Source: an optimization exercise on an open RTL-to-GDS flow (aim: small area). Production flows keep margins and buffers that such runs may drop.
Only simulation tests tie the RTL to the original design; equivalence was not proved.
No driver is modelled on the clock port, so clock power and skew are understated where the tree is cut down; a real chip needs a root buffer or a tree.
Power figures rest on the tool's default switching activity, not on a simulated workload.

==> flow/design.v (excerpt) <==
module beebc_core (
    input  wire       clk,
    input  wire       rst,         
    output wire [3:0] mem_addr,
    input  wire [7:0] mem_rdata,
    output wire [7:0] mem_wdata,
    output wire       mem_we,
    output wire [7:0] out,
    output wire       out_strobe,
    output wire       halted
);
    localparam [3:0] C0   = 4'd0;
    localparam [3:0] C1   = 4'd9;
    localparam [3:0] C2   = 4'd2;
    localparam [3:0] C3   = 4'd8;
    localparam [3:0] C4   = 4'd7;
    localparam [3:0] C5   = 4'd4;
    localparam [3:0] C6   = 4'd5;
    localparam [3:0] C7   = 4'd1;
    localparam [3:0] LDA  = 4'd15;
    localparam [3:0] ADD  = 4'd10;
    localparam [3:0] SUB  = 4'd14;
    localparam [3:0] STA  = 4'd12;
    localparam [3:0] OUT  = 4'd11;
    localparam [3:0] JMP  = 4'd13;
    localparam [3:0] CPY  = 4'd6;
    localparam [3:0] HLT  = 4'd3;
    reg  [3:0] state;
    reg  [3:0] pc;
    reg  [3:0] m;       
    reg  [7:0] a;
    reg  [7:0] alu;
    reg        cf;
    reg        zf;
    wire [3:0] next;
    beebc_decoder u_dec (
        .state  (state),
        .opcode (mem_rdata[7:4]),
        .cf     (cf),
        .zf     (zf),
        .next   (next)
    );
    wire fetch  = (state == C2);
  ...
Size: about 170 cells after synthesis, about 30 flip-flops, roughly 33 I/O pins, about 1500 um2 of cells after synthesis.
Settings: LEC_CHECK=0, CAP_MARGIN=20, CORE_MARGIN=2, CORE_UTILIZATION=40, GPL_TIMING_DRIVEN=0, SLEW_MARGIN=20, BUFFER_PORTS_ARGS=-buffer_cell sky130_fd_sc_hd__buf_1, CTS_ARGS=-repair_clock_nets -buf_list sky130_fd_sc_hd__clkbuf_4 -dont_use_dummy_load -sink_buffer_max_cap_derate 1.0, POST_CTS_TCL=/design/flow/flow/collapse.tcl, COLLAPSE_ROOT_CELL=sky130_fd_sc_hd__buf_12; clock period 8.0 ns.
standard.sh (not shown) runs the stock make flow with config.mk's settings and CLKGATE_MAP_FILE= SYNTH_SCRIPT=/design/flow/synth_recipe.tcl, a recipe that flattens the netlist after the stock synthesis.
==> flow/flow/run.sh <==
#!/bin/bash
# The standard ORFS layout (standard.sh), with three changes:
#  - synthesis maps the logic with the area-oriented ABC script in
#    flow/abc_area.abc instead of ORFS's speed script (the rest of the
#    standard synthesis, synth_recipe.tcl, is unchanged: same registers, same
#    flattening and renaming);
#  - the port buffers are the smallest buffer cell, sky130_fd_sc_hd__buf_1;
#  - clock tree synthesis options (CTS_ARGS below), after which
#    flow/collapse.tcl (run by ORFS as the POST_CTS_TCL hook) merges the
#    clock tree into one buffer, a sky130_fd_sc_hd__buf_12, that drives every register.

# The make output of every step goes to standard.log in this folder; ORFS's
# own per-step logs stay under orfs/logs.
set -euo pipefail
here=$(pwd)
export MY_ABC_SCRIPT=$here/flow/abc_area.abc
{
  head -n 1 synth_recipe.tcl
  cat <<'TCL'
proc abc {args} {
  set i [lsearch -exact $args -script]
  if {$i >= 0} { set args [lreplace $args $i [expr {$i + 1}] -script $::env(MY_ABC_SCRIPT)] }
  yosys abc {*}$args
}
TCL
  tail -n +2 synth_recipe.tcl
} > my_synth.tcl
sed "s#SYNTH_SCRIPT=[^ ]*synth_recipe.tcl#SYNTH_SCRIPT=$here/my_synth.tcl#" standard.sh > my_standard.sh
grep -q "SYNTH_SCRIPT=$here/my_synth.tcl" my_standard.sh
echo 'export BUFFER_PORTS_ARGS = -buffer_cell sky130_fd_sc_hd__buf_1' >> config.mk
CTS_ARGS="-repair_clock_nets -buf_list sky130_fd_sc_hd__clkbuf_4 -dont_use_dummy_load -sink_buffer_max_cap_derate 1.0"
if [ -n "$CTS_ARGS" ]; then echo "export CTS_ARGS = $CTS_ARGS" >> config.mk; fi
echo "export POST_CTS_TCL = $here/flow/collapse.tcl" >> config.mk
echo 'export COLLAPSE_ROOT_CELL = sky130_fd_sc_hd__buf_12' >> config.mk
bash my_standard.sh > standard.log 2>&1
Other scripts of this flow, unchanged in this note and not shown: flow/flow/abc_area.abc, flow/flow/collapse.tcl
Rerun with:
CAP_MARGIN = 0   (was 20)
SLEW_MARGIN = 0   (was 20)
After rerunning:
- non-clock buffer count goes down by 1
- area after synthesis does not change
- register-to-register slack degrades by 410 ps
- final area barely changes
- via count goes down by a few percent
- power hardly moves
- sequential share of layout area goes up by 0.11 points
- maximum frequency goes down by a few percent
- worst setup slack degrades by 410 ps
- global-route usage goes up by 0.25 points
- wire length goes down slightly

re-timing with driven ports:
In the flow no input, the clock included, has a driving cell. The finished layouts below were timed again as built, in two steps.
Step 1 (the two cells are an assumption about what drives the block):
set clk [get_ports {clk}]
set_driving_cell -lib_cell sky130_fd_sc_hd__clkbuf_16 $clk
set_driving_cell -lib_cell sky130_fd_sc_hd__buf_2 [delete_from_list [all_inputs] $clk]
Step 2 times the ports against the registers' clock, not the clock port: input delays grow and output delays shrink by t, the midpoint of the rising clock arrivals with the driver on.
Slacks: no drivers / after step 1 / after step 2; pairs: no drivers / after step 1.
run	t, ns	setup slack, ns	hold WS [ns]	slew at the worst register clock pin (ns)	worst slew at a driven data input, ns
the first run	0.173	2.236 / 2.245 / 2.072	0.449 / 0.449 / 0.449	0.12 / 0.12	0.03
the second run	0.179	1.823 / 1.837 / 1.658	0.450 / 0.450 / 0.450	0.12 / 0.12	0.03
After both steps every run listed still meets setup and hold. For the second run, which loses most, drivers alone change the setup slack by +0.014 ns; drivers and shift together by -0.165 ns.
